Background: an optimization exercise with open tools, aiming at small area, a short achievable clock period and few clock cycles per item. Do not read the settings as production practice.
At most, simulation tests tie the RTL to the original design; equivalence was not proved.
No functional check of the RTL was part of run 4.
Power is estimated from default activity; no workload was simulated.

## flow/config.mk

```make
export PLATFORM = sky130hd
export DESIGN_NAME = smlb_compositor
export DESIGN_NICKNAME = smlb_compositor
export VERILOG_FILES = /design/flow/design.v
export SDC_FILE = /design/flow/constraint.sdc
export NUM_CORES = 4
export LEC_CHECK = 0
export CAP_MARGIN = 20
export CORE_MARGIN = 2
export CORE_UTILIZATION = 50
export CTS_BUF_LIST = sky130_fd_sc_hd__clkbuf_8
export CTS_CLUSTER_DIAMETER = 50
export CTS_CLUSTER_SIZE = 15
export PLACE_DENSITY = 0.65
export SLEW_MARGIN = 20
```

## flow/constraint.sdc

```tcl
create_clock -name core_clock -period 24.0 [get_ports {clk}]
set_input_delay 4.8000 -clock core_clock [delete_from_list [all_inputs] [get_ports {clk}]]
set_output_delay 4.8000 -clock core_clock [all_outputs]
set_load 0.01 [all_outputs]
```

## flow/design.v

```verilog
module smlb_compositor #(
    parameter H = 64                       
) (
    input  wire        clk,
    input  wire        rst,                
    input  wire        in_valid,
    output wire        in_ready,
    input  wire [47:0] in_src,
    input  wire [47:0] in_row,
    input  wire        in_last,
    input  wire [15:0] in_hwy,
    input  wire [2:0]  in_shift,
    input  wire [7:0]  in_bright,
    input  wire        in_ck_en,
    input  wire [47:0] in_ck_key,
    input  wire [15:0] in_ck_first,
    input  wire [15:0] in_ck_last,
    output reg         out_valid,
    input  wire        out_ready,
    output reg  [47:0] out_row,
    output reg         out_last,
    output reg  [1:0]  out_status
);
    localparam [1:0] ST_OK = 2'd0, ST_SATURATED = 2'd1, ST_RANGE = 2'd2;
    reg  k_valid;
    reg  in_ready_q;
    wire adv = !k_valid;
    assign in_ready = in_ready_q;
    wire       in_range = (in_shift > 3'd4) || (in_hwy >= H);
    wire [5:0] hwy_lo   = in_hwy[5:0];
    wire       below    = (in_ck_first[15:6] != 10'd0) || (hwy_lo < in_ck_first[5:0]);
    wire       above    = (in_ck_last[15:6] == 10'd0) && (hwy_lo > in_ck_last[5:0]);
    wire       in_keyed = in_src == in_ck_key;
    wire       in_skip  = in_range || (in_bright == 8'd0) ||
                          (in_ck_en && (below || above || in_keyed));
    function [16:0] correct_raw;           
        input [15:0] v;
        input [2:0]  s;
        reg   [15:0] t;
        reg          c;
        begin
            if (s[2]) begin
                t = {v[11:0], 4'd0};
                c = v[15:12] != 4'd0;
            end else begin
                case (s[1:0])
                    2'd0: begin t = v;                c = 1'b0;              end
                    2'd1: begin t = {v[14:0], 1'd0};  c = v[15];             end
                    2'd2: begin t = {v[13:0], 2'd0};  c = v[15:14] != 2'd0;  end
                    default: begin t = {v[12:0], 3'd0}; c = v[15:13] != 3'd0; end
                endcase
            end
            correct_raw = {c, t};
        end
    endfunction
    wire [16:0] in_cr = correct_raw(in_src[47:32], in_shift);
    wire [16:0] in_cg = correct_raw(in_src[31:16], in_shift);
    wire [16:0] in_cb = correct_raw(in_src[15:0],  in_shift);
    reg        s1_valid;
    reg [47:0] s1_u, s1_row;               
    reg [2:0]  s1_clamp;                   
    reg [7:0]  s1_bright;
    reg        s1_skip, s1_range, s1_last;
    always @(posedge clk) begin
        if (rst)
            s1_valid <= 1'b0;
        else if (adv)
            s1_valid <= in_valid;
    end
    always @(posedge clk) begin
        if (adv) begin
            s1_u      <= {in_cr[15:0], in_cg[15:0], in_cb[15:0]};
            s1_clamp  <= {in_cr[16], in_cg[16], in_cb[16]};
            s1_row    <= in_row;
            s1_bright <= in_bright;
            s1_skip   <= in_skip;
            s1_range  <= in_range;
            s1_last   <= in_last;
        end
    end
    wire [7:0]  br_eff = s1_skip ? 8'd0 : s1_bright;
    wire [47:0] s1_t = s1_u | {{16{s1_clamp[2]}}, {16{s1_clamp[1]}}, {16{s1_clamp[0]}}};
    wire [23:0] nr, ng, nb;
    smlb_numer u_nr (.o(s1_row[47:32]), .t(s1_t[47:32]), .br(br_eff), .n(nr));
    smlb_numer u_ng (.o(s1_row[31:16]), .t(s1_t[31:16]), .br(br_eff), .n(ng));
    smlb_numer u_nb (.o(s1_row[15:0]),  .t(s1_t[15:0]),  .br(br_eff), .n(nb));
    wire pix_sat = !s1_skip && (s1_clamp != 3'd0);
    reg row_sat;
    wire [1:0] status = s1_range             ? ST_RANGE :
                        (row_sat || pix_sat) ? ST_SATURATED : ST_OK;
    reg        s2_valid;
    reg [23:0] s2_nr, s2_ng, s2_nb;
    reg [1:0]  s2_status;
    reg        s2_last;
    always @(posedge clk) begin
        if (rst) begin
            s2_valid <= 1'b0;
            row_sat  <= 1'b0;
        end else if (adv) begin
            s2_valid <= s1_valid;
            if (s1_valid)
                row_sat <= s1_last ? 1'b0 : (row_sat || pix_sat);
        end
    end
    always @(posedge clk) begin
        if (adv) begin
            s2_nr     <= nr;
            s2_ng     <= ng;
            s2_nb     <= nb;
            s2_status <= s1_last ? status : ST_OK;
            s2_last   <= s1_last;
        end
    end
    wire [15:0] qr, qg, qb;
    smlb_div255 u_qr (.n(s2_nr), .q(qr));
    smlb_div255 u_qg (.n(s2_ng), .q(qg));
    smlb_div255 u_qb (.n(s2_nb), .q(qb));
    wire [50:0] res = {qr, qg, qb, s2_last, s2_status};
    reg  [50:0] k_data;
    wire        o_free = !out_valid || out_ready;
    always @(posedge clk) begin
        if (rst) begin
            out_valid <= 1'b0;
            k_valid   <= 1'b0;
        end else if (o_free) begin
            out_valid <= k_valid || s2_valid;
            k_valid   <= 1'b0;
        end else if (!k_valid) begin
            k_valid   <= s2_valid;
        end
    end
    always @(posedge clk) begin
        if (rst)
            in_ready_q <= 1'b1;
        else
            in_ready_q <= o_free || (!k_valid && !s2_valid);
    end
    always @(posedge clk) begin
        if (!k_valid)
            k_data <= res;
        if (o_free)
            {out_row, out_last, out_status} <= k_valid ? k_data : res;
    end
endmodule
module smlb_div255 (
    input  wire [23:0] n,
    output wire [15:0] q
);
    wire [7:0] h1 = n[23:16], h0 = n[15:8], l = n[7:0];
    wire [9:0] s3 = {2'd0, h1} + {2'd0, h0} + {2'd0, l};
    wire       c1 = s3 >= 10'd255;
    wire       c2 = s3 >= 10'd510;
    wire [8:0] lo0 = {1'b0, h0} + {1'b0, h1};
    wire [8:0] lo  = lo0 + {7'd0, c2, c1 & ~c2};
    assign q = {lo[8] ? h1 + 8'd1 : h1, lo[7:0]};
endmodule
module smlb_numer (
    input  wire [15:0] o,
    input  wire [15:0] t,
    input  wire [7:0]  br,
    output wire [23:0] n
);
    wire r0_0 = br[0] ? t[0] : o[0];
    wire r0_1 = br[0] ? t[1] : o[1];
    wire r0_2 = br[0] ? t[2] : o[2];
    wire r0_3 = br[0] ? t[3] : o[3];
    wire r0_4 = br[0] ? t[4] : o[4];
    wire r0_5 = br[0] ? t[5] : o[5];
    wire r0_6 = br[0] ? t[6] : o[6];
    wire r0_7 = br[0] ? t[7] : o[7];
    wire r0_8 = br[0] ? t[8] : o[8];
    wire r0_9 = br[0] ? t[9] : o[9];
    wire r0_10 = br[0] ? t[10] : o[10];
    wire r0_11 = br[0] ? t[11] : o[11];
    wire r0_12 = br[0] ? t[12] : o[12];
    wire r0_13 = br[0] ? t[13] : o[13];
    wire r0_14 = br[0] ? t[14] : o[14];
    wire r0_15 = br[0] ? t[15] : o[15];
    wire r1_0 = br[1] ? t[0] : o[0];
    wire r1_1 = br[1] ? t[1] : o[1];
    wire r1_2 = br[1] ? t[2] : o[2];
    wire r1_3 = br[1] ? t[3] : o[3];
    wire r1_4 = br[1] ? t[4] : o[4];
    wire r1_5 = br[1] ? t[5] : o[5];
    wire r1_6 = br[1] ? t[6] : o[6];
    wire r1_7 = br[1] ? t[7] : o[7];
    wire r1_8 = br[1] ? t[8] : o[8];
    wire r1_9 = br[1] ? t[9] : o[9];
    wire r1_10 = br[1] ? t[10] : o[10];
    wire r1_11 = br[1] ? t[11] : o[11];
    wire r1_12 = br[1] ? t[12] : o[12];
    wire r1_13 = br[1] ? t[13] : o[13];
    wire r1_14 = br[1] ? t[14] : o[14];
    wire r1_15 = br[1] ? t[15] : o[15];
    wire r2_0 = br[2] ? t[0] : o[0];
    wire r2_1 = br[2] ? t[1] : o[1];
    wire r2_2 = br[2] ? t[2] : o[2];
    wire r2_3 = br[2] ? t[3] : o[3];
    wire r2_4 = br[2] ? t[4] : o[4];
    wire r2_5 = br[2] ? t[5] : o[5];
    wire r2_6 = br[2] ? t[6] : o[6];
    wire r2_7 = br[2] ? t[7] : o[7];
    wire r2_8 = br[2] ? t[8] : o[8];
    wire r2_9 = br[2] ? t[9] : o[9];
    wire r2_10 = br[2] ? t[10] : o[10];
    wire r2_11 = br[2] ? t[11] : o[11];
    wire r2_12 = br[2] ? t[12] : o[12];
    wire r2_13 = br[2] ? t[13] : o[13];
    wire r2_14 = br[2] ? t[14] : o[14];
    wire r2_15 = br[2] ? t[15] : o[15];
    wire r3_0 = br[3] ? t[0] : o[0];
    wire r3_1 = br[3] ? t[1] : o[1];
    wire r3_2 = br[3] ? t[2] : o[2];
    wire r3_3 = br[3] ? t[3] : o[3];
    wire r3_4 = br[3] ? t[4] : o[4];
    wire r3_5 = br[3] ? t[5] : o[5];
    wire r3_6 = br[3] ? t[6] : o[6];
    wire r3_7 = br[3] ? t[7] : o[7];
    wire r3_8 = br[3] ? t[8] : o[8];
    wire r3_9 = br[3] ? t[9] : o[9];
    wire r3_10 = br[3] ? t[10] : o[10];
    wire r3_11 = br[3] ? t[11] : o[11];
    wire r3_12 = br[3] ? t[12] : o[12];
    wire r3_13 = br[3] ? t[13] : o[13];
    wire r3_14 = br[3] ? t[14] : o[14];
    wire r3_15 = br[3] ? t[15] : o[15];
    wire r4_0 = br[4] ? t[0] : o[0];
    wire r4_1 = br[4] ? t[1] : o[1];
    wire r4_2 = br[4] ? t[2] : o[2];
    wire r4_3 = br[4] ? t[3] : o[3];
    wire r4_4 = br[4] ? t[4] : o[4];
    wire r4_5 = br[4] ? t[5] : o[5];
    wire r4_6 = br[4] ? t[6] : o[6];
    wire r4_7 = br[4] ? t[7] : o[7];
    wire r4_8 = br[4] ? t[8] : o[8];
    wire r4_9 = br[4] ? t[9] : o[9];
    wire r4_10 = br[4] ? t[10] : o[10];
    wire r4_11 = br[4] ? t[11] : o[11];
    wire r4_12 = br[4] ? t[12] : o[12];
    wire r4_13 = br[4] ? t[13] : o[13];
    wire r4_14 = br[4] ? t[14] : o[14];
    wire r4_15 = br[4] ? t[15] : o[15];
    wire r5_0 = br[5] ? t[0] : o[0];
    wire r5_1 = br[5] ? t[1] : o[1];
    wire r5_2 = br[5] ? t[2] : o[2];
    wire r5_3 = br[5] ? t[3] : o[3];
    wire r5_4 = br[5] ? t[4] : o[4];
    wire r5_5 = br[5] ? t[5] : o[5];
    wire r5_6 = br[5] ? t[6] : o[6];
    wire r5_7 = br[5] ? t[7] : o[7];
    wire r5_8 = br[5] ? t[8] : o[8];
    wire r5_9 = br[5] ? t[9] : o[9];
    wire r5_10 = br[5] ? t[10] : o[10];
    wire r5_11 = br[5] ? t[11] : o[11];
    wire r5_12 = br[5] ? t[12] : o[12];
    wire r5_13 = br[5] ? t[13] : o[13];
    wire r5_14 = br[5] ? t[14] : o[14];
    wire r5_15 = br[5] ? t[15] : o[15];
    wire r6_0 = br[6] ? t[0] : o[0];
    wire r6_1 = br[6] ? t[1] : o[1];
    wire r6_2 = br[6] ? t[2] : o[2];
    wire r6_3 = br[6] ? t[3] : o[3];
    wire r6_4 = br[6] ? t[4] : o[4];
    wire r6_5 = br[6] ? t[5] : o[5];
    wire r6_6 = br[6] ? t[6] : o[6];
    wire r6_7 = br[6] ? t[7] : o[7];
    wire r6_8 = br[6] ? t[8] : o[8];
    wire r6_9 = br[6] ? t[9] : o[9];
    wire r6_10 = br[6] ? t[10] : o[10];
    wire r6_11 = br[6] ? t[11] : o[11];
    wire r6_12 = br[6] ? t[12] : o[12];
    wire r6_13 = br[6] ? t[13] : o[13];
    wire r6_14 = br[6] ? t[14] : o[14];
    wire r6_15 = br[6] ? t[15] : o[15];
    wire r7_0 = br[7] ? t[0] : o[0];
    wire r7_1 = br[7] ? t[1] : o[1];
    wire r7_2 = br[7] ? t[2] : o[2];
    wire r7_3 = br[7] ? t[3] : o[3];
    wire r7_4 = br[7] ? t[4] : o[4];
    wire r7_5 = br[7] ? t[5] : o[5];
    wire r7_6 = br[7] ? t[6] : o[6];
    wire r7_7 = br[7] ? t[7] : o[7];
    wire r7_8 = br[7] ? t[8] : o[8];
    wire r7_9 = br[7] ? t[9] : o[9];
    wire r7_10 = br[7] ? t[10] : o[10];
    wire r7_11 = br[7] ? t[11] : o[11];
    wire r7_12 = br[7] ? t[12] : o[12];
    wire r7_13 = br[7] ? t[13] : o[13];
    wire r7_14 = br[7] ? t[14] : o[14];
    wire r7_15 = br[7] ? t[15] : o[15];
    wire w1;
    wire w2;
    wire w3;
    wire w4;
    wire w5;
    wire w6;
    wire w7;
    wire w8;
    wire w9;
    wire w10;
    wire w11;
    wire w12;
    wire w13;
    wire w14;
    wire w15;
    wire w16;
    wire w17;
    wire w18;
    wire w19;
    wire w20;
    wire w21;
    wire w22;
    wire w23;
    wire w24;
    wire w25;
    wire w26;
    wire w27;
    wire w28;
    wire w29;
    wire w30;
    wire w31;
    wire w32;
    wire w33;
    wire w34;
    wire w35;
    wire w36;
    wire w37;
    wire w38;
    wire w39;
    wire w40;
    wire w41;
    wire w42;
    wire w43;
    wire w44;
    wire w45;
    wire w46;
    wire w47;
    wire w48;
    wire w49;
    wire w50;
    wire w51;
    wire w52;
    wire w53;
    wire w54;
    wire w55;
    wire w56;
    wire w57;
    wire w58;
    wire w59;
    wire w60;
    wire w61;
    wire w62;
    wire w63;
    wire w64;
    wire w65;
    wire w66;
    wire w67;
    wire w68;
    wire w69;
    wire w70;
    wire w71;
    wire w72;
    wire w73;
    wire w74;
    wire w75;
    wire w76;
    wire w77;
    wire w78;
    wire w79;
    wire w80;
    wire w81;
    wire w82;
    wire w83;
    wire w84;
    wire w85;
    wire w86;
    wire w87;
    wire w88;
    wire w89;
    wire w90;
    wire w91;
    wire w92;
    wire w93;
    wire w94;
    wire w95;
    wire w96;
    wire w97;
    wire w98;
    wire w99;
    wire w100;
    wire w101;
    wire w102;
    wire w103;
    wire w104;
    wire w105;
    wire w106;
    wire w107;
    wire w108;
    wire w109;
    wire w110;
    wire w111;
    wire w112;
    wire w113;
    wire w114;
    wire w115;
    wire w116;
    wire w117;
    wire w118;
    wire w119;
    wire w120;
    wire w121;
    wire w122;
    wire w123;
    wire w124;
    wire w125;
    wire w126;
    wire w127;
    wire w128;
    wire w129;
    wire w130;
    wire w131;
    wire w132;
    wire w133;
    wire w134;
    wire w135;
    wire w136;
    wire w137;
    wire w138;
    wire w139;
    wire w140;
    wire w141;
    wire w142;
    wire w143;
    wire w144;
    wire w145;
    wire w146;
    wire w147;
    wire w148;
    wire w149;
    wire w150;
    wire w151;
    wire w152;
    wire w153;
    wire w154;
    wire w155;
    wire w156;
    wire w157;
    wire w158;
    wire w159;
    wire w160;
    wire w161;
    wire w162;
    wire w163;
    wire w164;
    wire w165;
    wire w166;
    wire w167;
    wire w168;
    wire w169;
    wire w170;
    wire w171;
    wire w172;
    wire w173;
    wire w174;
    wire w175;
    wire w176;
    wire w177;
    wire w178;
    wire w179;
    wire w180;
    wire w181;
    wire w182;
    wire w183;
    wire w184;
    wire w185;
    wire w186;
    wire w187;
    wire w188;
    wire w189;
    wire w190;
    wire w191;
    wire w192;
    wire w193;
    wire w194;
    wire w195;
    wire w196;
    wire w197;
    wire w198;
    wire w199;
    wire w200;
    wire w201;
    wire w202;
    wire w203;
    wire w204;
    wire w205;
    wire w206;
    wire w207;
    wire w208;
    wire w209;
    wire w210;
    wire w211;
    wire w212;
    wire w213;
    wire w214;
    wire w215;
    wire w216;
    wire w217;
    wire w218;
    wire w219;
    wire w220;
    wire w221;
    wire w222;
    wire w223;
    wire w224;
    wire w225;
    wire w226;
    wire w227;
    wire w228;
    wire w229;
    wire w230;
    wire w231;
    wire w232;
    wire w233;
    wire w234;
    wire w235;
    wire w236;
    wire w237;
    wire w238;
    wire w239;
    wire w240;
    wire w241;
    wire w242;
    wire w243;
    wire w244;
    wire w245;
    wire w246;
    wire w247;
    wire w248;
    wire w249;
    wire w250;
    wire w251;
    wire w252;
    wire w253;
    wire w254;
    wire w255;
    wire w256;
    wire w257;
    wire w258;
    wire w259;
    wire w260;
    wire w261;
    wire w262;
    wire w263;
    wire w264;
    wire w265;
    wire w266;
    wire w267;
    wire w268;
    wire w269;
    wire w270;
    wire w271;
    wire w272;
    wire w273;
    wire w274;
    wire w275;
    wire w276;
    wire w277;
    wire w278;
    wire w279;
    wire w280;
    wire w281;
    wire w282;
    wire w283;
    wire w284;
    wire w285;
    wire w286;
    wire w287;
    wire w288;
    wire w289;
    wire w290;
    wire w291;
    wire w292;
    wire w293;
    wire w294;
    wire w295;
    wire w296;
    wire w297;
    wire w298;
    wire w299;
    wire w300;
    wire w301;
    wire w302;
    wire w303;
    wire w304;
    wire w305;
    wire w306;
    wire w307;
    wire w308;
    wire w309;
    wire w310;
    wire w311;
    wire w312;
    wire w313;
    wire w314;
    wire w315;
    wire w316;
    wire w317;
    wire w318;
    wire w319;
    wire w320;
    wire w321;
    wire w322;
    wire w323;
    wire w324;
    wire w325;
    wire w326;
    wire w327;
    wire w328;
    wire w329;
    wire w330;
    wire w331;
    wire w332;
    wire w333;
    wire w334;
    wire w335;
    wire w336;
    wire w337;
    wire w338;
    wire w339;
    wire w340;
    assign w1 = r0_6 ^ r1_5;
    assign w2 = r0_6 & r1_5;
    assign w3 = r0_7 ^ r1_6 ^ r2_5;
    assign w4 = (r0_7 & r1_6) | (r0_7 & r2_5) | (r1_6 & r2_5);
    assign w5 = r3_4 ^ r4_3;
    assign w6 = r3_4 & r4_3;
    assign w7 = r0_8 ^ r1_7 ^ r2_6;
    assign w8 = (r0_8 & r1_7) | (r0_8 & r2_6) | (r1_7 & r2_6);
    assign w9 = r3_5 ^ r4_4 ^ r5_3;
    assign w10 = (r3_5 & r4_4) | (r3_5 & r5_3) | (r4_4 & r5_3);
    assign w11 = r0_9 ^ r1_8 ^ r2_7;
    assign w12 = (r0_9 & r1_8) | (r0_9 & r2_7) | (r1_8 & r2_7);
    assign w13 = r3_6 ^ r4_5 ^ r5_4;
    assign w14 = (r3_6 & r4_5) | (r3_6 & r5_4) | (r4_5 & r5_4);
    assign w15 = r0_10 ^ r1_9 ^ r2_8;
    assign w16 = (r0_10 & r1_9) | (r0_10 & r2_8) | (r1_9 & r2_8);
    assign w17 = r3_7 ^ r4_6 ^ r5_5;
    assign w18 = (r3_7 & r4_6) | (r3_7 & r5_5) | (r4_6 & r5_5);
    assign w19 = r0_11 ^ r1_10 ^ r2_9;
    assign w20 = (r0_11 & r1_10) | (r0_11 & r2_9) | (r1_10 & r2_9);
    assign w21 = r3_8 ^ r4_7 ^ r5_6;
    assign w22 = (r3_8 & r4_7) | (r3_8 & r5_6) | (r4_7 & r5_6);
    assign w23 = r0_12 ^ r1_11 ^ r2_10;
    assign w24 = (r0_12 & r1_11) | (r0_12 & r2_10) | (r1_11 & r2_10);
    assign w25 = r3_9 ^ r4_8 ^ r5_7;
    assign w26 = (r3_9 & r4_8) | (r3_9 & r5_7) | (r4_8 & r5_7);
    assign w27 = r0_13 ^ r1_12 ^ r2_11;
    assign w28 = (r0_13 & r1_12) | (r0_13 & r2_11) | (r1_12 & r2_11);
    assign w29 = r3_10 ^ r4_9 ^ r5_8;
    assign w30 = (r3_10 & r4_9) | (r3_10 & r5_8) | (r4_9 & r5_8);
    assign w31 = r0_14 ^ r1_13 ^ r2_12;
    assign w32 = (r0_14 & r1_13) | (r0_14 & r2_12) | (r1_13 & r2_12);
    assign w33 = r3_11 ^ r4_10 ^ r5_9;
    assign w34 = (r3_11 & r4_10) | (r3_11 & r5_9) | (r4_10 & r5_9);
    assign w35 = r0_15 ^ r1_14 ^ r2_13;
    assign w36 = (r0_15 & r1_14) | (r0_15 & r2_13) | (r1_14 & r2_13);
    assign w37 = r3_12 ^ r4_11 ^ r5_10;
    assign w38 = (r3_12 & r4_11) | (r3_12 & r5_10) | (r4_11 & r5_10);
    assign w39 = r1_15 ^ r2_14 ^ r3_13;
    assign w40 = (r1_15 & r2_14) | (r1_15 & r3_13) | (r2_14 & r3_13);
    assign w41 = r4_12 ^ r5_11;
    assign w42 = r4_12 & r5_11;
    assign w43 = r2_15 ^ r3_14 ^ r4_13;
    assign w44 = (r2_15 & r3_14) | (r2_15 & r4_13) | (r3_14 & r4_13);
    assign w45 = r0_4 ^ r1_3;
    assign w46 = r0_4 & r1_3;
    assign w47 = r0_5 ^ r1_4 ^ r2_3;
    assign w48 = (r0_5 & r1_4) | (r0_5 & r2_3) | (r1_4 & r2_3);
    assign w49 = r3_2 ^ r4_1;
    assign w50 = r3_2 & r4_1;
    assign w51 = w1 ^ r2_4 ^ r3_3;
    assign w52 = (w1 & r2_4) | (w1 & r3_3) | (r2_4 & r3_3);
    assign w53 = r4_2 ^ r5_1 ^ r6_0;
    assign w54 = (r4_2 & r5_1) | (r4_2 & r6_0) | (r5_1 & r6_0);
    assign w55 = w2 ^ w3 ^ w5;
    assign w56 = (w2 & w3) | (w2 & w5) | (w3 & w5);
    assign w57 = r5_2 ^ r6_1 ^ r7_0;
    assign w58 = (r5_2 & r6_1) | (r5_2 & r7_0) | (r6_1 & r7_0);
    assign w59 = w4 ^ w6 ^ w7;
    assign w60 = (w4 & w6) | (w4 & w7) | (w6 & w7);
    assign w61 = w9 ^ r6_2 ^ r7_1;
    assign w62 = (w9 & r6_2) | (w9 & r7_1) | (r6_2 & r7_1);
    assign w63 = w8 ^ w10 ^ w11;
    assign w64 = (w8 & w10) | (w8 & w11) | (w10 & w11);
    assign w65 = w13 ^ r6_3 ^ r7_2;
    assign w66 = (w13 & r6_3) | (w13 & r7_2) | (r6_3 & r7_2);
    assign w67 = w12 ^ w14 ^ w15;
    assign w68 = (w12 & w14) | (w12 & w15) | (w14 & w15);
    assign w69 = w17 ^ r6_4 ^ r7_3;
    assign w70 = (w17 & r6_4) | (w17 & r7_3) | (r6_4 & r7_3);
    assign w71 = w16 ^ w18 ^ w19;
    assign w72 = (w16 & w18) | (w16 & w19) | (w18 & w19);
    assign w73 = w21 ^ r6_5 ^ r7_4;
    assign w74 = (w21 & r6_5) | (w21 & r7_4) | (r6_5 & r7_4);
    assign w75 = w20 ^ w22 ^ w23;
    assign w76 = (w20 & w22) | (w20 & w23) | (w22 & w23);
    assign w77 = w25 ^ r6_6 ^ r7_5;
    assign w78 = (w25 & r6_6) | (w25 & r7_5) | (r6_6 & r7_5);
    assign w79 = w24 ^ w26 ^ w27;
    assign w80 = (w24 & w26) | (w24 & w27) | (w26 & w27);
    assign w81 = w29 ^ r6_7 ^ r7_6;
    assign w82 = (w29 & r6_7) | (w29 & r7_6) | (r6_7 & r7_6);
    assign w83 = w28 ^ w30 ^ w31;
    assign w84 = (w28 & w30) | (w28 & w31) | (w30 & w31);
    assign w85 = w33 ^ r6_8 ^ r7_7;
    assign w86 = (w33 & r6_8) | (w33 & r7_7) | (r6_8 & r7_7);
    assign w87 = w32 ^ w34 ^ w35;
    assign w88 = (w32 & w34) | (w32 & w35) | (w34 & w35);
    assign w89 = w37 ^ r6_9 ^ r7_8;
    assign w90 = (w37 & r6_9) | (w37 & r7_8) | (r6_9 & r7_8);
    assign w91 = w36 ^ w38 ^ w39;
    assign w92 = (w36 & w38) | (w36 & w39) | (w38 & w39);
    assign w93 = w41 ^ r6_10 ^ r7_9;
    assign w94 = (w41 & r6_10) | (w41 & r7_9) | (r6_10 & r7_9);
    assign w95 = w40 ^ w42 ^ w43;
    assign w96 = (w40 & w42) | (w40 & w43) | (w42 & w43);
    assign w97 = r5_12 ^ r6_11 ^ r7_10;
    assign w98 = (r5_12 & r6_11) | (r5_12 & r7_10) | (r6_11 & r7_10);
    assign w99 = w44 ^ r3_15 ^ r4_14;
    assign w100 = (w44 & r3_15) | (w44 & r4_14) | (r3_15 & r4_14);
    assign w101 = r5_13 ^ r6_12 ^ r7_11;
    assign w102 = (r5_13 & r6_12) | (r5_13 & r7_11) | (r6_12 & r7_11);
    assign w103 = r4_15 ^ r5_14 ^ r6_13;
    assign w104 = (r4_15 & r5_14) | (r4_15 & r6_13) | (r5_14 & r6_13);
    assign w105 = r0_3 ^ r1_2;
    assign w106 = r0_3 & r1_2;
    assign w107 = w45 ^ r2_2 ^ r3_1;
    assign w108 = (w45 & r2_2) | (w45 & r3_1) | (r2_2 & r3_1);
    assign w109 = w46 ^ w47 ^ w49;
    assign w110 = (w46 & w47) | (w46 & w49) | (w47 & w49);
    assign w111 = w48 ^ w50 ^ w51;
    assign w112 = (w48 & w50) | (w48 & w51) | (w50 & w51);
    assign w113 = w52 ^ w54 ^ w55;
    assign w114 = (w52 & w54) | (w52 & w55) | (w54 & w55);
    assign w115 = w56 ^ w58 ^ w59;
    assign w116 = (w56 & w58) | (w56 & w59) | (w58 & w59);
    assign w117 = w60 ^ w62 ^ w63;
    assign w118 = (w60 & w62) | (w60 & w63) | (w62 & w63);
    assign w119 = w64 ^ w66 ^ w67;
    assign w120 = (w64 & w66) | (w64 & w67) | (w66 & w67);
    assign w121 = w68 ^ w70 ^ w71;
    assign w122 = (w68 & w70) | (w68 & w71) | (w70 & w71);
    assign w123 = w72 ^ w74 ^ w75;
    assign w124 = (w72 & w74) | (w72 & w75) | (w74 & w75);
    assign w125 = w76 ^ w78 ^ w79;
    assign w126 = (w76 & w78) | (w76 & w79) | (w78 & w79);
    assign w127 = w80 ^ w82 ^ w83;
    assign w128 = (w80 & w82) | (w80 & w83) | (w82 & w83);
    assign w129 = w84 ^ w86 ^ w87;
    assign w130 = (w84 & w86) | (w84 & w87) | (w86 & w87);
    assign w131 = w88 ^ w90 ^ w91;
    assign w132 = (w88 & w90) | (w88 & w91) | (w90 & w91);
    assign w133 = w92 ^ w94 ^ w95;
    assign w134 = (w92 & w94) | (w92 & w95) | (w94 & w95);
    assign w135 = w96 ^ w98 ^ w99;
    assign w136 = (w96 & w98) | (w96 & w99) | (w98 & w99);
    assign w137 = w100 ^ w102 ^ w103;
    assign w138 = (w100 & w102) | (w100 & w103) | (w102 & w103);
    assign w139 = w104 ^ r5_15 ^ r6_14;
    assign w140 = (w104 & r5_15) | (w104 & r6_14) | (r5_15 & r6_14);
    assign w141 = r0_2 ^ r1_1;
    assign w142 = r0_2 & r1_1;
    assign w143 = w105 ^ r2_1 ^ r3_0;
    assign w144 = (w105 & r2_1) | (w105 & r3_0) | (r2_1 & r3_0);
    assign w145 = w106 ^ w107 ^ r4_0;
    assign w146 = (w106 & w107) | (w106 & r4_0) | (w107 & r4_0);
    assign w147 = w108 ^ w109 ^ r5_0;
    assign w148 = (w108 & w109) | (w108 & r5_0) | (w109 & r5_0);
    assign w149 = w110 ^ w111 ^ w53;
    assign w150 = (w110 & w111) | (w110 & w53) | (w111 & w53);
    assign w151 = w112 ^ w113 ^ w57;
    assign w152 = (w112 & w113) | (w112 & w57) | (w113 & w57);
    assign w153 = w114 ^ w115 ^ w61;
    assign w154 = (w114 & w115) | (w114 & w61) | (w115 & w61);
    assign w155 = w116 ^ w117 ^ w65;
    assign w156 = (w116 & w117) | (w116 & w65) | (w117 & w65);
    assign w157 = w118 ^ w119 ^ w69;
    assign w158 = (w118 & w119) | (w118 & w69) | (w119 & w69);
    assign w159 = w120 ^ w121 ^ w73;
    assign w160 = (w120 & w121) | (w120 & w73) | (w121 & w73);
    assign w161 = w122 ^ w123 ^ w77;
    assign w162 = (w122 & w123) | (w122 & w77) | (w123 & w77);
    assign w163 = w124 ^ w125 ^ w81;
    assign w164 = (w124 & w125) | (w124 & w81) | (w125 & w81);
    assign w165 = w126 ^ w127 ^ w85;
    assign w166 = (w126 & w127) | (w126 & w85) | (w127 & w85);
    assign w167 = w128 ^ w129 ^ w89;
    assign w168 = (w128 & w129) | (w128 & w89) | (w129 & w89);
    assign w169 = w130 ^ w131 ^ w93;
    assign w170 = (w130 & w131) | (w130 & w93) | (w131 & w93);
    assign w171 = w132 ^ w133 ^ w97;
    assign w172 = (w132 & w133) | (w132 & w97) | (w133 & w97);
    assign w173 = w134 ^ w135 ^ w101;
    assign w174 = (w134 & w135) | (w134 & w101) | (w135 & w101);
    assign w175 = w136 ^ w137 ^ r7_12;
    assign w176 = (w136 & w137) | (w136 & r7_12) | (w137 & r7_12);
    assign w177 = w138 ^ w139 ^ r7_13;
    assign w178 = (w138 & w139) | (w138 & r7_13) | (w139 & r7_13);
    assign w179 = w140 ^ r6_15 ^ r7_14;
    assign w180 = (w140 & r6_15) | (w140 & r7_14) | (r6_15 & r7_14);
    assign w181 = r0_1 & r1_0;
    assign w182 = r0_1 ^ r1_0;
    assign w183 = w141 & r2_0;
    assign w184 = w141 ^ r2_0;
    assign w185 = w142 & w143;
    assign w186 = w142 ^ w143;
    assign w187 = w144 & w145;
    assign w188 = w144 ^ w145;
    assign w189 = w146 & w147;
    assign w190 = w146 ^ w147;
    assign w191 = w148 & w149;
    assign w192 = w148 ^ w149;
    assign w193 = w150 & w151;
    assign w194 = w150 ^ w151;
    assign w195 = w152 & w153;
    assign w196 = w152 ^ w153;
    assign w197 = w154 & w155;
    assign w198 = w154 ^ w155;
    assign w199 = w156 & w157;
    assign w200 = w156 ^ w157;
    assign w201 = w158 & w159;
    assign w202 = w158 ^ w159;
    assign w203 = w160 & w161;
    assign w204 = w160 ^ w161;
    assign w205 = w162 & w163;
    assign w206 = w162 ^ w163;
    assign w207 = w164 & w165;
    assign w208 = w164 ^ w165;
    assign w209 = w166 & w167;
    assign w210 = w166 ^ w167;
    assign w211 = w168 & w169;
    assign w212 = w168 ^ w169;
    assign w213 = w170 & w171;
    assign w214 = w170 ^ w171;
    assign w215 = w172 & w173;
    assign w216 = w172 ^ w173;
    assign w217 = w174 & w175;
    assign w218 = w174 ^ w175;
    assign w219 = w176 & w177;
    assign w220 = w176 ^ w177;
    assign w221 = w178 & w179;
    assign w222 = w178 ^ w179;
    assign w223 = w180 & r7_15;
    assign w224 = w180 ^ r7_15;
    assign w225 = w182 & r0_0;
    assign w226 = w185 | (w186 & w183);
    assign w227 = w186 & w184;
    assign w228 = w189 | (w190 & w187);
    assign w229 = w190 & w188;
    assign w230 = w193 | (w194 & w191);
    assign w231 = w194 & w192;
    assign w232 = w197 | (w198 & w195);
    assign w233 = w198 & w196;
    assign w234 = w201 | (w202 & w199);
    assign w235 = w202 & w200;
    assign w236 = w205 | (w206 & w203);
    assign w237 = w206 & w204;
    assign w238 = w209 | (w210 & w207);
    assign w239 = w210 & w208;
    assign w240 = w213 | (w214 & w211);
    assign w241 = w214 & w212;
    assign w242 = w217 | (w218 & w215);
    assign w243 = w218 & w216;
    assign w244 = w221 | (w222 & w219);
    assign w245 = w222 & w220;
    assign w246 = w183 | (w184 & w181);
    assign w247 = w184 & w225;
    assign w248 = w226 | (w227 & w181);
    assign w249 = w227 & w225;
    assign w250 = w191 | (w192 & w228);
    assign w251 = w192 & w229;
    assign w252 = w230 | (w231 & w228);
    assign w253 = w231 & w229;
    assign w254 = w199 | (w200 & w232);
    assign w255 = w200 & w233;
    assign w256 = w234 | (w235 & w232);
    assign w257 = w235 & w233;
    assign w258 = w207 | (w208 & w236);
    assign w259 = w208 & w237;
    assign w260 = w238 | (w239 & w236);
    assign w261 = w239 & w237;
    assign w262 = w215 | (w216 & w240);
    assign w263 = w216 & w241;
    assign w264 = w242 | (w243 & w240);
    assign w265 = w243 & w241;
    assign w266 = w223 | (w224 & w244);
    assign w267 = w224 & w245;
    assign w268 = w187 | (w188 & w248);
    assign w269 = w188 & w249;
    assign w270 = w228 | (w229 & w248);
    assign w271 = w229 & w249;
    assign w272 = w250 | (w251 & w248);
    assign w273 = w251 & w249;
    assign w274 = w252 | (w253 & w248);
    assign w275 = w253 & w249;
    assign w276 = w203 | (w204 & w256);
    assign w277 = w204 & w257;
    assign w278 = w236 | (w237 & w256);
    assign w279 = w237 & w257;
    assign w280 = w258 | (w259 & w256);
    assign w281 = w259 & w257;
    assign w282 = w260 | (w261 & w256);
    assign w283 = w261 & w257;
    assign w284 = w219 | (w220 & w264);
    assign w285 = w220 & w265;
    assign w286 = w244 | (w245 & w264);
    assign w287 = w245 & w265;
    assign w288 = w266 | (w267 & w264);
    assign w289 = w267 & w265;
    assign w290 = w195 | (w196 & w274);
    assign w291 = w196 & w275;
    assign w292 = w232 | (w233 & w274);
    assign w293 = w233 & w275;
    assign w294 = w254 | (w255 & w274);
    assign w295 = w255 & w275;
    assign w296 = w256 | (w257 & w274);
    assign w297 = w257 & w275;
    assign w298 = w276 | (w277 & w274);
    assign w299 = w277 & w275;
    assign w300 = w278 | (w279 & w274);
    assign w301 = w279 & w275;
    assign w302 = w280 | (w281 & w274);
    assign w303 = w281 & w275;
    assign w304 = w282 | (w283 & w274);
    assign w305 = w283 & w275;
    assign w306 = w211 | (w212 & w304);
    assign w307 = w212 & w305;
    assign w308 = w240 | (w241 & w304);
    assign w309 = w241 & w305;
    assign w310 = w262 | (w263 & w304);
    assign w311 = w263 & w305;
    assign w312 = w264 | (w265 & w304);
    assign w313 = w265 & w305;
    assign w314 = w284 | (w285 & w304);
    assign w315 = w285 & w305;
    assign w316 = w286 | (w287 & w304);
    assign w317 = w287 & w305;
    assign w318 = w288 | (w289 & w304);
    assign w319 = w289 & w305;
    assign w320 = w184 ^ w181;
    assign w321 = w186 ^ w246;
    assign w322 = w188 ^ w248;
    assign w323 = w190 ^ w268;
    assign w324 = w192 ^ w270;
    assign w325 = w194 ^ w272;
    assign w326 = w196 ^ w274;
    assign w327 = w198 ^ w290;
    assign w328 = w200 ^ w292;
    assign w329 = w202 ^ w294;
    assign w330 = w204 ^ w296;
    assign w331 = w206 ^ w298;
    assign w332 = w208 ^ w300;
    assign w333 = w210 ^ w302;
    assign w334 = w212 ^ w304;
    assign w335 = w214 ^ w306;
    assign w336 = w216 ^ w308;
    assign w337 = w218 ^ w310;
    assign w338 = w220 ^ w312;
    assign w339 = w222 ^ w314;
    assign w340 = w224 ^ w316;
    assign n = {w318, w340, w339, w338, w337, w336, w335, w334, w333, w332, w331, w330, w329, w328, w327, w326, w325, w324, w323, w322, w321, w320, w182, r0_0};
endmodule
```

## flow/flow/run.sh

```bash
#!/bin/bash
# The standard layout, with two changes: the ports get buf_1 buffers instead
# of the delay buffers buffer_ports picks by default, and the timing repair
# is asked to leave a setup margin, so that it works on the paths that set
# the achieved period. Each tool's log is in orfs/logs; make's output is in
# standard.log.
set -e
bash standard.sh SETUP_SLACK_MARGIN=18.0 "BUFFER_PORTS_ARGS=-buffer_cell sky130_fd_sc_hd__buf_1" finish > standard.log 2>&1
```

## flow/standard.sh

```bash
#!/bin/bash
# synth_recipe.tcl (not shown) runs the flow's synth.tcl, then flattens the netlist and writes it again
# the make line also repeats each setting of config.mk as NAME=value (left out here)
make -C /OpenROAD-flow-scripts/flow DESIGN_CONFIG=/design/flow/config.mk WORK_HOME=/design/flow/orfs CLKGATE_MAP_FILE= SYNTH_SCRIPT=/design/flow/synth_recipe.tcl "${@:-finish}"
```

==> results of run 1 <==
[power by group]
group	internal [µW]	leakage (µW)	total, µW	switching (µW)
registers	874	0.00299	974	99.6
logic	1300	0.00957	2960	1660
clock network	210	0.000447	431	222
[routing by layer]
metal	vias to the layer above	track usage, %	routed length (µm)
met3	111	3.86	4710
met1	10200	34.1	31300
met2	772	39.3	32100
met4	0	7.43	2030
li1	10300	-	-
met5	-	0	0
[state kept, by name, indices dropped and copies added (netlist names), 2 cells and up]
register / flops
s2_status: 2
k_data: 51
s1_bright: 8
s1_row: 48
out_status: 2
out_row: 48
s2_ng: 24
s2_nb: 24
s1_clamp: 3
s1_u: 48
s2_nr: 24
[kinds of logic (layout without fill, tap and decap cells)]
| group | Yosys count | after routing | share of synthesized area, % |
|---|---|---|---|
| mux | 83 | 83 | 3.77 |
| other cells | 0 | 2 | 0 |
| simple gates | 783 | 784 | 12.1 |
| buf+inv | 482 | 667 | 6.52 |
| compound gates | 709 | 709 | 14.5 |
| xor+xnor | 155 | 155 | 4.90 |
| fa+ha+maj | 464 | 464 | 28.7 |
| flops | 293 | 293 | 29.5 |
[stage by stage]
step / hold WS [ps] / setup slack, ps / instance area [µm²] / std cells / util [%]
final: 473 / 18000 / 30600 / 3905 / 55.5
after global routing: 493 / 17940 / 30600 / 3905 / 55.5
after CTS: 477 / 17920 / 30300 / 3890 / 54.9
after detailed placement: 455 / 17240 / 29300 / 3817 / 53.2
after global placement: 447 / 17240 / 29300 / 3817 / 53.2
after floorplan: 431 / 17800 / 27900 / 2969 / -
[synthesized netlist by cell type, drive strengths merged (14+ instances only)]
library cell / count / area (µm²)
a211oi: 21 / 163
fa: 291 / 5830
dfxtp: 57 / 1140
o21ai: 170 / 858
ha: 173 / 2160
mux2: 36 / 405
xnor2: 116 / 1020
edfxtp: 236 / 7090
nand2: 168 / 631
xor2: 39 / 342
nand3: 27 / 135
o21bai: 16 / 120
nor2b: 18 / 113
nand2b: 22 / 138
inv: 307 / 1150
buf: 65 / 251
mux2i: 33 / 330
a21oi: 397 / 2000
nand4: 19 / 119
clkbuf: 110 / 413
a21o: 25 / 188
mux4: 14 / 315
nor2: 449 / 1690
nor3: 26 / 130
[final cells by class]
type                       instances  share of cell area (%)
timing repair buffer             291                    4.25
clock buffer                      39                    1.76
clock inverter                    30                    1.14
tap                              748                    3.06
multi-input combinational       2195                    59.0
sequential                       293                    26.9
inverter                         307                    3.85
antenna                            2                  0.0164
[worst paths after layout]
path / startpoint / to / slack, ps / depth (start not counted)
setup / recovery: out_row[16] / out_row[16] / 18000 / 1
hold / removal: k_data[44] / k_data[44] / 470 / 2
setup reg to reg: s2_ng[16] / out_row[29] / 18260 / 24
hold reg to reg: k_data[44] / k_data[44] / 470 / 2
[tightest hold or removal path, cell delays in order, from the launching register on]
cell     delay [ps]
dfxtp_1         310
nand2_1          50
o21ai_1          70
[timing repair]
item,CTS,global route
endpoints found under the hold margin,0,0
resized for setup,15,79
cloned,0,1
pin swaps,1,23
endpoints found under the setup margin,75,103
buffers inserted,4,12
==> impl_results.md, run 1 <==
- Vias per cell: 5.47
- Syn nets: 3,642
- Io pins: 262
- Critical Path RT: 19,200 ps
- P&R area growth vs syn: 9.70%
- Register area: 8230 µm²
- Post-synthesis cell type count: 78
- Maximum clock insertion buffer count: 3
- Post-Syn Area: 27,900 µm²
- Max_cap viols: 0
- Outcome: finished clean
- CTS root buf: clkbuf_8
- PD cells: 143 nW/µm²
- Initial antenna violation count: 2
- Register area share after synthesis: 29.5%
- Crit path kind: register to output pin
- RSZ-0062 raised after global routing: yes
- Pins Over Slew Limit: 0
- Die area: 57,700 µm²
- Min Tclk post-route: 6000 ps
- Fin nets: 3,799
- Clock latency (worst-skew pair): 640 ps
- CP peak stage delay: 430 ps
- Share of cells above drive strength 1: 7.99%
- Cells after synthesis: 2,969
- Drt first-iter violations: 1,603
- # H-tree levels: 2
- Fillers: 5,051
- Core ar.: 55,100 µm²
- TNS Setup: 0 ps
- Critical Path Slowest Stage Cell: edfxtp_1
- Detailed-placement wirelength estimate: 53,600 µm
- Crit-path leading delay family: flip-flops
- Setup-failing EPs final: 0
- Num CTS Buffers: 38
- DR pass1 iterations: 6
- Period utilization: 25.0%
- Final ANT Viol Nets: 0
- Post-CTS Hold Buffers: 0
- Largest net degree at the start of global routing: 119
- Commonest non-fill, non-tap cell in the layout: nor2_1
- Clk sinks: 293
- Drt wl/cell: 17.9 µm
- DIE WIDTH: 240 µm
- Initial Util: 50.6%
- Tightest Pin Transition: 995 ps
- Clock Skews: 20.8 ps
- Yosys warns: 1
- Reg clk slew, reported paths: 90 ps
- Crit start category: register
- Worst min path class: register to register
- Fmax: 167 MHz
- Hold Fails Final Rpt: 0
- Die H: 240 µm
- Number of global-route vias before repair: 21,100
- Crit-path max FO: 1
- RD Place Congestion: 0.967
- CP cell instances: clkbuf_2
- Crit path buffers/inverters: 1
- Buffers on Ports: 261
- Async SR Flop Fraction: 0%
- Most frequent cells in the layout: 442 x nor2_1, 388 x a21oi_1, 307 x inv_1, 289 x fa_1, 236 x edfxtp_1
- Leakage: 0.0130 µW
- Crit. End Element: output pin
- Tot GR Track Use: 24.4%
- Total Power: 4370 µW
- TritonCTS clock tree: yes
- DRC viols: 0
- EDFF count, synth: 236
- Primary FF master, synth: edfxtp_1
- Relative slew slack: 33.7%
- CP arrival: 1200 ps
- First-pass GRT wire length: 111,000 µm
- Row cnt: 86
- Multi-input logic area: 18,000 µm²
- Syn Area/Cell: 9.39 µm²
- Worst IR Drop VDD: 0.0000938 V
- Yosys reg bits: 293
- DRT Wirelength: 70,100 µm
- Vias: 21,400
- Gr ovfl total: 0
Testbench counts, summed over its fixed seeds: cycles 12,312, items 12,288.
==> inputs of run 2 (changes only) <==
--- a/flow/config.mk
+++ b/flow/config.mk
@@ -8,8 +8,8 @@
 export CAP_MARGIN = 20
 export CORE_MARGIN = 2
-export CORE_UTILIZATION = 50
-export CTS_BUF_LIST = sky130_fd_sc_hd__clkbuf_8
+export CORE_UTILIZATION = 55
+export CTS_BUF_LIST = sky130_fd_sc_hd__clkbuf_8 sky130_fd_sc_hd__clkbuf_16
 export CTS_CLUSTER_DIAMETER = 50
 export CTS_CLUSTER_SIZE = 15
-export PLACE_DENSITY = 0.65
+export PLACE_DENSITY = 0.7
 export SLEW_MARGIN = 20
==> impl_results.md, run 2 <==
- Outcome: finished clean (unchanged)
- Initial antenna violation count: 7 (was 2)
- Fraction of synthesized area in multiplexers: 3.77% (unchanged)
- Period utilization: 24.7% (was 25.0%)
- Yosys warns: 1 (unchanged)
- Crit-path max FO: 65 (was 1)
- Syn Area/Cell: 9.39 µm² (unchanged)
- DR pass1 iterations: 6 (unchanged)
- Core ar.: 50,100 µm² (was 55,100 µm²)
- Top post-synthesis cells by count: 448 x nor2_1, 393 x a21oi_1, 307 x inv_1, 291 x fa_1, 236 x edfxtp_1 (unchanged)
- Buffers on Ports: 261 (unchanged)
- Leakage: 0.0131 µW (was 0.0130 µW)
- Hold Fails Final Rpt: 0 (unchanged)
- Number of global-route vias before repair: 22,100 (was 21,100)
- Async SR Flop Fraction: 0% (unchanged)
- CTS root buf: clkbuf_16 (was clkbuf_8)
- Largest register FFs: 51 (unchanged)
- Post-synthesis cell type count: 78 (unchanged)
- Relative slew slack: 31.4% (was 33.7%)
- WL met3: 5650 µm (was 4710 µm)
- Pins Over Slew Limit: 0 (unchanged)
- Gr ovfl total: 0 (unchanged)
- CP peak stage delay: 580 ps (was 430 ps)
- Post-Synth XOR/XNOR Area: 4.90% (unchanged)
- Met1 WL: 29,800 µm (was 31,300 µm)
- Tot GR Track Use: 27.0% (was 24.4%)
- Drt first-iter violations: 1,710 (was 1,603)
- PD cells: 147 nW/µm² (was 143 nW/µm²)
- Clock latency (worst-skew pair): 560 ps (was 640 ps)
- CP cell instances: buf_2 -> clkbuf_8 -> mux4_2 -> mux2_2 (was clkbuf_2)
- Most frequent cells in the layout: 440 x nor2_1, 389 x a21oi_1, 306 x inv_1, 284 x fa_1, 257 x buf_1 (was 442 x nor2_1, 388 x a21oi_1, 307 x inv_1, 289 x fa_1, 236 x edfxtp_1)
- Drt wl/cell: 18.7 µm (was 17.9 µm)
- DRT Wirelength: 71,700 µm (was 70,100 µm)
- # H-tree levels: 2 (unchanged)
- Io pins: 262 (unchanged)
- EDFF count, synth: 236 (unchanged)
- Met2 routed WL: 33,800 µm (was 32,100 µm)
- DIE WIDTH: 229 µm (was 240 µm)
- Crit path kind: input port to register (was register to output pin)
- Crit. End Element: register (was output pin)
- P&R area growth vs syn: 10.8% (was 9.70%)
- Min Tclk post-route: 5940 ps (was 6000 ps)
- Row cnt: 82 (was 86)
- Critical Path RT: 24,310 ps (was 19,200 ps)
- Num CTS Buffers: 35 (was 38)
- Fmax: 168 MHz (was 167 MHz)
- Critical Path Slowest Stage Cell: mux4_2 (was edfxtp_1)
- TNS Setup: 0 ps (unchanged)
- Hold slack: 464 ps (was 473 ps)
- RSZ-0062 raised after global routing: yes (unchanged)
- Vias: 21,900 (was 21,400)
- Worst IR Drop VDD: 0.0000900 V (was 0.0000938 V)
- TritonCTS clock tree: yes (unchanged)
- Clock Skews: 16.5 ps (was 20.8 ps)
- Syn nets: 3,642 (unchanged)
- Clk sinks: 293 (unchanged)
- CP arrival: 6250 ps (was 1200 ps)
- First-pass GRT wire length: 114,000 µm (was 111,000 µm)
- Share of cells above drive strength 1: 7.57% (was 7.99%)
- Largest cells by area after synthesis: edfxtp_1 25%, fa_1 21%, ha_1 7.8% (unchanged)
- Primary FF master, synth: edfxtp_1 (unchanged)
- Tightest Pin Transition: 1030 ps (was 995 ps)
- Final ANT Viol Nets: 0 (unchanged)
- Post-Syn Area: 27,900 µm² (unchanged)
- Setup-failing EPs final: 0 (unchanged)
- Crit start category: input port (was register)
- Synth top area share: 25.4% (unchanged)
- Vias per cell: 5.71 (was 5.47)
- Top layer in use: met5 (was met4)
- Area share of fa/ha/maj cells after synthesis: 28.7% (unchanged)
- RD Place Congestion: 0.976 (was 0.967)
- Register area share after synthesis: 29.5% (unchanged)
- Reg clk slew, reported paths: 60 ps (was 90 ps)
- DRC viols: 0 (unchanged)
- Detailed-placement wirelength estimate: 54,000 µm (was 53,600 µm)
- Yosys reg bits: 293 (unchanged)
- Compound-Gate Fraction of Synth Area: 14.5% (unchanged)
- Die area: 52,500 µm² (was 57,700 µm²)
- Synth area leader: edfxtp_1 (unchanged)
- Fin nets: 3,806 (was 3,799)
- Largest net degree at the start of global routing: 128 (was 119)
- Worst min path class: register to register (unchanged)
- Cells after synthesis: 2,969 (unchanged)
- Post-CTS Hold Buffers: 0 (unchanged)
- Initial Util: 55.7% (was 50.6%)
- Largest family of logic cells by synthesized area: adder cells (unchanged)
- Max_cap viols: 0 (unchanged)
- Most frequent cell after synthesis: nor2_1 (unchanged)
- Commonest non-fill, non-tap cell in the layout: nor2_1 (unchanged)
- Largest Register: k_data (unchanged)
- # placed instances: 3,741 (was 3,817)
- Non-filler instance count after layout: 3,836 (was 3,905)
- Simple-gate share of the synthesized area: 12.1% (unchanged)
- Maximum clock insertion buffer count: 3 (unchanged)
- Die H: 229 µm (was 240 µm)
==> run 2: cell counts after synthesis <==
Identical to the previous run, type by type.
==> run 2: final timing paths <==
kind                      end  cells after the start  slack [ps]   startpoint
setup / recovery     s1_u[38]                      4       18060  in_shift[0]
hold / removal      k_data[7]                      2         460    k_data[7]
setup reg to reg  out_row[13]                     24       18170    s2_nb[18]
hold reg to reg     k_data[7]                      2         460    k_data[7]
==> run 2: per-layer routing <==
| metal | up-vias | track usage [%] |
|---|---|---|
| met2 | 974 | 44.6 |
| met3 | 144 | 4.69 |
| li1 | 10300 | - |
| met5 | - | 0 |
| met1 | 10400 | 36.0 |
| met4 | 2 | 9.70 |
==> run 2: cells by family (layout without fill, tap and decap cells) <==
logic type | Yosys count | in the layout
mux | 83 | 83
simple gates | 783 | 783
xor+xnor | 155 | 155
buf+inv | 482 | 671
flops | 293 | 293
fa+ha+maj | 464 | 464
other cells | 0 | 6
compound gates | 709 | 709
==> run 2: worst max-delay path: cells and delay by family <==
kind / cells / cell delay (ps)
buf+inv: 2 / 520
mux: 2 / 860
==> run 2: cell type report <==
| type | instances | area (µm²) |
|---|---|---|
| clock inverter | 25 | 259 |
| clock buffer | 37 | 915 |
| multi-input combinational | 2194 | 18100 |
| antenna | 6 | 15.0 |
| sequential | 293 | 8230 |
| timing repair buffer | 302 | 1400 |
| tap | 672 | 841 |
| inverter | 307 | 1180 |
| fill | 4309 | 19200 |
==> run 2: per-stage QoR <==
step	cell area [µm²]	setup WS [ps]	utilization (%)	total power, µW
after CTS	30500	17900	60.9	4400
after floorplan	27900	17800	-	3150
after global placement	29200	17260	58.3	3690
after detailed placement	29200	17180	58.3	3820
final	30900	18060	61.7	4540
after global routing	30900	17910	61.7	4960
==> run 2: power by group <==
| part | internal (µW) | switching (µW) | leakage, µW | total (µW) |
|---|---|---|---|---|
| logic | 1330 | 1710 | 0.00956 | 3040 |
| registers | 875 | 99.6 | 0.00299 | 975 |
| clock network | 299 | 233 | 0.000584 | 532 |
| total | 2500 | 2040 | 0.0131 | 4540 |
==> run 2: what timing repair did <==
item | in CTS | in global routing
setup buffers | 8 | 18
cloned | 0 | 1
setup endpoints to repair | 43 | 76
resized for setup | 12 | 70
pin swaps | 1 | 34
==> inputs of run 3 (changes only) <==
--- a/flow/config.mk
+++ b/flow/config.mk
@@ -9,7 +9,7 @@
 export CORE_MARGIN = 2
 export CORE_UTILIZATION = 55
-export CTS_BUF_LIST = sky130_fd_sc_hd__clkbuf_8 sky130_fd_sc_hd__clkbuf_16
-export CTS_CLUSTER_DIAMETER = 50
-export CTS_CLUSTER_SIZE = 15
+export CTS_BUF_LIST = sky130_fd_sc_hd__clkbuf_16
+export CTS_CLUSTER_DIAMETER = 60
+export CTS_CLUSTER_SIZE = 30
 export PLACE_DENSITY = 0.7
 export SLEW_MARGIN = 20
==> impl_results.md, run 3 <==
- Commonest non-fill, non-tap cell in the layout: nor2_1 (unchanged)
- Setup-failing EPs final: 0 (unchanged)
- Core ar.: 50,100 µm² (unchanged)
- Yosys reg bits: 293 (unchanged)
- CP arrival: 1120 ps (was 6250 ps)
- Crit. End Element: output pin (was register)
- Hold path depth: 2 (unchanged)
- RSZ-0062 raised after global routing: no (was yes)
- Period utilization: 24.7% (about the same)
- Design Area, Final: 30,800 µm² (was 30,900 µm²)
- Buffers on Ports: 261 (unchanged)
- Die area: 52,500 µm² (unchanged)
- Post-CTS Hold Buffers: 0 (unchanged)
- Critical Path Slowest Stage Cell: edfxtp_1 (was mux4_2)
- Flop pwr share: 21.6% (was 21.5%)
- Crit-path leading delay family: flip-flops (was multiplexers)
- Drt first-iter violations: 1,900 (was 1,710)
- GR met2 Demand/Resource: 44.8% (was 44.6%)
- Fin nets: 3,803 (was 3,806)
- Most frequent cell after synthesis: nor2_1 (unchanged)
- Worst setup startpoint: out_row[45] (was in_shift[0])
- Worst R2R Path Depth: 23 (was 24)
- Largest register FFs: 51 (unchanged)
- Min Tclk post-route: 5920 ps (was 5940 ps)
- Comb pwr share: 68.3% (was 66.8%)
- TNS Setup: 0 ps (unchanged)
- # H-tree levels: 1 (was 2)
- TritonCTS clock tree: yes (unchanged)
- Number of global-route vias before repair: 22,100 (about the same)
- Fillers: 4,302 (was 4,309)
- Critical R2R Launch: s2_nb[16] (was s2_nb[18])
- Maximum clock insertion buffer count: 3 (unchanged)
- Worst min path class: register to register (unchanged)
- Initial Util: 55.7% (unchanged)
- Switching share of total power: 45.5% (was 44.9%)
- Vias per cell: 5.73 (was 5.71)
- DIE WIDTH: 229 µm (unchanged)
- Outcome: finished clean (unchanged)
- Max_cap viols: 0 (unchanged)
- Clk sinks: 293 (unchanged)
- Gr ovfl total: 0 (unchanged)
- Yosys warns: 1 (unchanged)
- Synth top area share: 25.4% (unchanged)
- Crit start category: register (was input port)
- DR pass1 iterations: 6 (unchanged)
- Die H: 229 µm (unchanged)
- Critical Path RT: 19,200 ps (was 24,310 ps)
- Reg clk slew, reported paths: 80 ps (was 60 ps)
- Final ANT Viol Nets: 0 (unchanged)
- RD Place Congestion: 0.976 (unchanged)
- Crit path kind: register to output pin (was input port to register)
- Hold Crit Start: k_data[32] (was k_data[7])
- Worst IR Drop VDD: 0.0000866 V (was 0.0000900 V)
- Tot GR Track Use: 26.8% (was 27.0%)
- Syn Area/Cell: 9.39 µm² (unchanged)
- Io pins: 262 (unchanged)
- First-pass GRT wire length: 114,000 µm (about the same)
- Initial antenna violation count: 7 (unchanged)
- Pins Over Slew Limit: 0 (unchanged)
- Largest Register: k_data (unchanged)
- Crit-path max FO: 1 (was 65)
- GRT busiest layer: met2 (unchanged)
- Syn nets: 3,642 (unchanged)
- Net Sw Power: 2050 µW (was 2040 µW)
- Post-Syn Area: 27,900 µm² (unchanged)
- Largest net degree at the start of global routing: 128 (unchanged)
- Largest cells by area after synthesis: edfxtp_1 25%, fa_1 21%, ha_1 7.8% (unchanged)
- Async SR Flop Fraction: 0% (unchanged)
- Clock power frac: 10.1% (was 11.7%)
- Post-synthesis cell type count: 78 (unchanged)
- CTS root buf: clkbuf_16 (unchanged)
- CP cell instances: buf_1 (was buf_2 -> clkbuf_8 -> mux4_2 -> mux2_2)
- Cells after synthesis: 2,969 (unchanged)
- Crit path buffers/inverters: 1 (was 2)
- Primary FF master, synth: edfxtp_1 (unchanged)
- Tightest Pin Transition: 1020 ps (was 1030 ps)
- M1 GR Usage: 35.9% (was 36.0%)
- Share of cells above drive strength 1: 7.49% (was 7.57%)
- DRC viols: 0 (unchanged)
- Internal Power: 2460 µW (was 2500 µW)
- PD cells: 146 nW/µm² (was 147 nW/µm²)
- Synth area leader: edfxtp_1 (unchanged)
- Row cnt: 82 (unchanged)
- Top post-synthesis cells by count: 448 x nor2_1, 393 x a21oi_1, 307 x inv_1, 291 x fa_1, 236 x edfxtp_1 (unchanged)
- Register area share after synthesis: 29.5% (unchanged)
- Number of cells on the critical path: 1 (was 4)
- CP peak stage delay: 390 ps (was 580 ps)
- Drt wl/cell: 18.8 µm (was 18.7 µm)
- Relative slew slack: 31.7% (was 31.4%)
- DRT Wirelength: 72,000 µm (was 71,700 µm)
- Clock latency (worst-skew pair): 580 ps (was 560 ps)
- Hold Fails Final Rpt: 0 (unchanged)
- P&R area growth vs syn: 10.5% (was 10.8%)
- Clock Skews: 22.6 ps (was 16.5 ps)
- GR Util met3: 3.86% (was 4.69%)
- Num CTS Buffers: 27 (was 35)
- Most frequent cells in the layout: 437 x nor2_1, 389 x a21oi_1, 305 x inv_1, 285 x fa_1, 257 x buf_1 (was 440 x nor2_1, 389 x a21oi_1, 306 x inv_1, 284 x fa_1, 257 x buf_1)
- Detailed-placement wirelength estimate: 54,000 µm (unchanged)
- Vias: 21,900 (about the same)
- Fmax: 169 MHz (was 168 MHz)
- Leakage: 0.0131 µW (about the same)
- DP Area: 29,200 µm² (unchanged)
- EDFF count, synth: 236 (unchanged)
## run 3: cell counts after synthesis
Identical to the previous run, type by type.
## run 3: layout make-up
| type | count | area [µm²] | area share [%] |
|---|---|---|---|
| Tap cell | 672 | 841 | 2.73 |
| Inverter | 307 | 1180 | 3.82 |
| Timing Repair Buffer | 307 | 1440 | 4.67 |
| Multi-Input combinational cell | 2194 | 18100 | 58.9 |
| Clock buffer | 28 | 701 | 2.28 |
| Clock inverter | 21 | 256 | 0.833 |
| Antenna cell | 6 | 15.0 | 0.0488 |
| Sequential cell | 293 | 8230 | 26.7 |
## run 3: repair_timing
item | CTS | global route
resized for setup | 14 | 82
endpoints found under the setup margin | 51 | 74
gates cloned | 0 | 1
pin swaps | 1 | 37
setup buffers | 11 | 20
## run 3: layer usage
metal	up-vias	wire (µm)	share of wire, %
met4	2	2290	3.2
met2	974	34200	48
met3	136	5740	8.0
li1	10300	-	-
met1	10500	29700	41
met5	-	14	0.019
## run 3: cells by family after synthesis
logic type,Yosys count,share of synthesized area (%)
and+or+nand+nor,783,12.1
AOI/OAI and AO/OA,709,14.5
buffers and inverters,482,6.52
adders and majority gates,464,28.7
DFF,293,29.5
xor gates and xnor gates,155,4.90
muxes,83,3.77
## run 3: stage by stage
| step | power [µW] | worst slack (ps) | cells | hold slack [ps] | utilization (%) |
|---|---|---|---|---|---|
| after floorplan | 3150 | 17800 | 2969 | 431 | - |
| after global placement | 3690 | 17260 | 3741 | 446 | 58.3 |
| after detailed placement | 3820 | 17180 | 3741 | 454 | 58.3 |
| after CTS | 4320 | 17930 | 3801 | 474 | 60.5 |
| after global routing | 4920 | 17890 | 3828 | 490 | 61.5 |
| final | 4510 | 18080 | 3828 | 466 | 61.5 |
## run 3: power groups by stage
stage	clock network [µW]	logic (µW)	registers (µW)
CTS	468	2880	972
detailed placement	0	2840	986
finish	457	3080	973
floorplan	0	2190	964
global placement	0	2710	982
global route	483	3440	990
## run 3: final timing paths
check                              endpoint  slack (ps)
worst min-delay path             k_data[32]         470
worst max register to register  out_row[13]       18100
worst max-delay path            out_row[45]       18080
worst min register to register   k_data[32]         470
==> inputs of run 4 (changes only) <==
--- a/flow/design.v
+++ b/flow/design.v
@@ -60,5 +60,5 @@
     reg [47:0] s1_u, s1_row;               
     reg [2:0]  s1_clamp;                   
-    reg [7:0]  s1_bright;
+    reg [7:0]  s1_br;                      
     reg        s1_skip, s1_range, s1_last;
     always @(posedge clk) begin
@@ -73,5 +73,5 @@
             s1_clamp  <= {in_cr[16], in_cg[16], in_cb[16]};
             s1_row    <= in_row;
-            s1_bright <= in_bright;
+            s1_br     <= in_skip ? 8'd0 : in_bright;
             s1_skip   <= in_skip;
             s1_range  <= in_range;
@@ -79,5 +79,5 @@
         end
     end
-    wire [7:0]  br_eff = s1_skip ? 8'd0 : s1_bright;
+    wire [7:0]  br_eff = s1_br;
     wire [47:0] s1_t = s1_u | {{16{s1_clamp[2]}}, {16{s1_clamp[1]}}, {16{s1_clamp[0]}}};
     wire [23:0] nr, ng, nb;
--- a/flow/config.mk
+++ b/flow/config.mk
@@ -9,7 +9,7 @@
 export CORE_MARGIN = 2
 export CORE_UTILIZATION = 55
-export CTS_BUF_LIST = sky130_fd_sc_hd__clkbuf_16
-export CTS_CLUSTER_DIAMETER = 60
-export CTS_CLUSTER_SIZE = 30
+export CTS_BUF_LIST = sky130_fd_sc_hd__clkbuf_8
+export CTS_CLUSTER_DIAMETER = 50
+export CTS_CLUSTER_SIZE = 15
 export PLACE_DENSITY = 0.7
 export SLEW_MARGIN = 20
==> impl_results.md, run 4 <==
- TNS Setup: 0 ps (unchanged)
- Outcome: finished clean (unchanged)
- Worst min path class: register to register (unchanged)
- Clk sinks: 293 (unchanged)
- Vias: 21,300 (was 21,900)
- # H-tree levels: 2 (was 1)
- GRT busiest layer: met2 (unchanged)
- Yosys warns: 1 (unchanged)
- RSZ-0062 raised after global routing: yes (was no)
- Drt wl/cell: 18.3 µm (was 18.8 µm)
- Critical Path RT: 24,490 ps (was 19,200 ps)
- Critical R2R Launch: s1_clamp[1] (was s2_nb[16])
- Period utilization: 25.2% (was 24.7%)
- Critical Path Slowest Stage Cell: a221oi_4 (was edfxtp_1)
- Detailed-placement wirelength estimate: 53,300 µm (was 54,000 µm)
- Die area: 51,100 µm² (was 52,500 µm²)
- Crit-path max FO: 5 (was 1)
- Num CTS Buffers: 36 (was 27)
- GR Util met3: 4.57% (was 3.86%)
- Pins Over Slew Limit: 0 (unchanged)
- Relative slew slack: 28.0% (was 31.7%)
- Reg clk slew, reported paths: 90 ps (was 80 ps)
- Clock latency (worst-skew pair): 630 ps (was 580 ps)
- Largest register FFs: 51 (unchanged)
- EDFF count, synth: 236 (unchanged)
- Crit start category: input port (was register)
- Fillers: 4,291 (was 4,302)
- Number of global-route vias before repair: 21,000 (was 22,100)
- P&R area growth vs syn: 9.75% (was 10.5%)
- Io pins: 262 (unchanged)
- Tightest Pin Transition: 1080 ps (was 1020 ps)
- Top post-synthesis cells by count: 437 x nand2_1, 380 x o21ai_0, 292 x inv_1, 291 x fa_1, 236 x edfxtp_1 (was 448 x nor2_1, 393 x a21oi_1, 307 x inv_1, 291 x fa_1, 236 x edfxtp_1)
- Register area share after synthesis: 30.3% (was 29.5%)
- Tot GR Track Use: 27.5% (was 26.8%)
- Synth area leader: edfxtp_1 (unchanged)
- Fin nets: 3,756 (was 3,803)
- Most frequent cells in the layout: 437 x nand2_1, 378 x o21ai_0, 295 x inv_1, 291 x fa_1, 236 x edfxtp_1 (was 437 x nor2_1, 389 x a21oi_1, 305 x inv_1, 285 x fa_1, 257 x buf_1)
- Post-synthesis cell type count: 67 (was 78)
- Max_cap viols: 0 (unchanged)
- Largest Register: k_data (unchanged)
- Maximum clock insertion buffer count: 3 (unchanged)
- GR met2 Demand/Resource: 45.0% (was 44.8%)
- DRC viols: 0 (unchanged)
- Initial antenna violation count: 6 (was 7)
- Worst R2R Path Depth: 17 (was 23)
- Syn nets: 3,556 (was 3,642)
- Initial Util: 55.5% (was 55.7%)
- Worst setup startpoint: in_hwy[1] (was out_row[45])
- Worst r2r dst: s2_ng[23] (was out_row[13])
==> run 4: cell count changes after synthesis, moves of 29 or more <==
cell     change
nand2_1    +269
nor2_1     -251
a21oi_1    -238
o21ai_0    +216
buf_1       -42
o21ai_1     +29
==> run 4: cell type report <==
type | count | area, µm² | share of cell area (%)
Inverter | 296 | 1120 | 3.77
Tap cell | 664 | 831 | 2.79
Clock buffer | 38 | 523 | 1.76
Clock inverter | 27 | 267 | 0.895
Timing Repair Buffer | 283 | 1240 | 4.15
Sequential cell | 293 | 8230 | 27.6
Multi-Input combinational cell | 2173 | 17600 | 59.0
Antenna cell | 5 | 12.5 | 0.0420
==> run 4: cells by family after synthesis <==
kind of cell    Yosys count  share of synthesized area [%]
mux                      75                           3.09
flops                   293                           30.3
simple gates            786                           12.1
compound gates          676                           13.7
xor+xnor                170                           5.49
buf+inv                 419                           5.81
fa+ha+maj               464                           29.5
==> run 4: per-layer routing <==
metal  part of all wire (%)  vias up
met3                    7.5      148
met4                    3.5        2
met1                     42    10100
met2                     47      915
met5                  0.019        -
li1                       -    10100
==> run 4: critical path, delay by kind of cell <==
family                     cells  cell delay [ps]
buffers and inverters          1              100
AOI/OAI and AO/OA              4              870
and+or+nand+nor                3              530
adders and majority gates      1              230
==> run 4: report_power, final <==
| group | internal [µW] | switching (µW) |
|---|---|---|
| logic | 1240 | 1610 |
| clock network | 182 | 215 |
| registers | 879 | 94.1 |
| total | 2300 | 1920 |
==> run 4: worst min-delay path by stage <==
stage          startpoint    endpoint  slack [ps]  depth (start not counted)
2_1_floorplan  k_data[10]  k_data[10]         430                          2
3_3_place_gp   k_data[49]  k_data[49]         450                          2
3_5_place_dp   k_data[16]  k_data[16]         450                          2
4_1_cts        k_data[50]  k_data[50]         470                          2
5_1_grt        k_data[32]  k_data[32]         490                          2
6_report       k_data[50]  k_data[50]         460                          2
==> run 4: stage by stage <==
| step | std cells | setup WS (ps) | hold slack (ps) | util, % | cell area (µm²) |
|---|---|---|---|---|---|
| detailed placement | 3699 | 17040 | 452 | 58.6 | 28600 |
| finish | 3779 | 17960 | 464 | 60.9 | 29800 |
| floorplan | 2883 | 17640 | 431 | - | 27200 |
| global route | 3778 | 17870 | 494 | 60.9 | 29800 |
| CTS | 3765 | 17930 | 468 | 60.3 | 29500 |
| global placement | 3699 | 17160 | 446 | 58.6 | 28600 |
==> run 4: timing repair <==
item,4_1_cts,5_1_grt
setup endpoints to repair,53,95
cloned,1,1
setup buffers,0,8
hold buffers,0,0
resized for setup,13,60
pin swaps,11,19

Setup slack of run 4, layout unchanged: 17.956 ns with ideal ports, 17.960 ns with driving cells assumed (clock clkbuf_16, inputs buf_2), 17.320 ns with port delays also shifted by the 0.656 ns mid clock arrival.
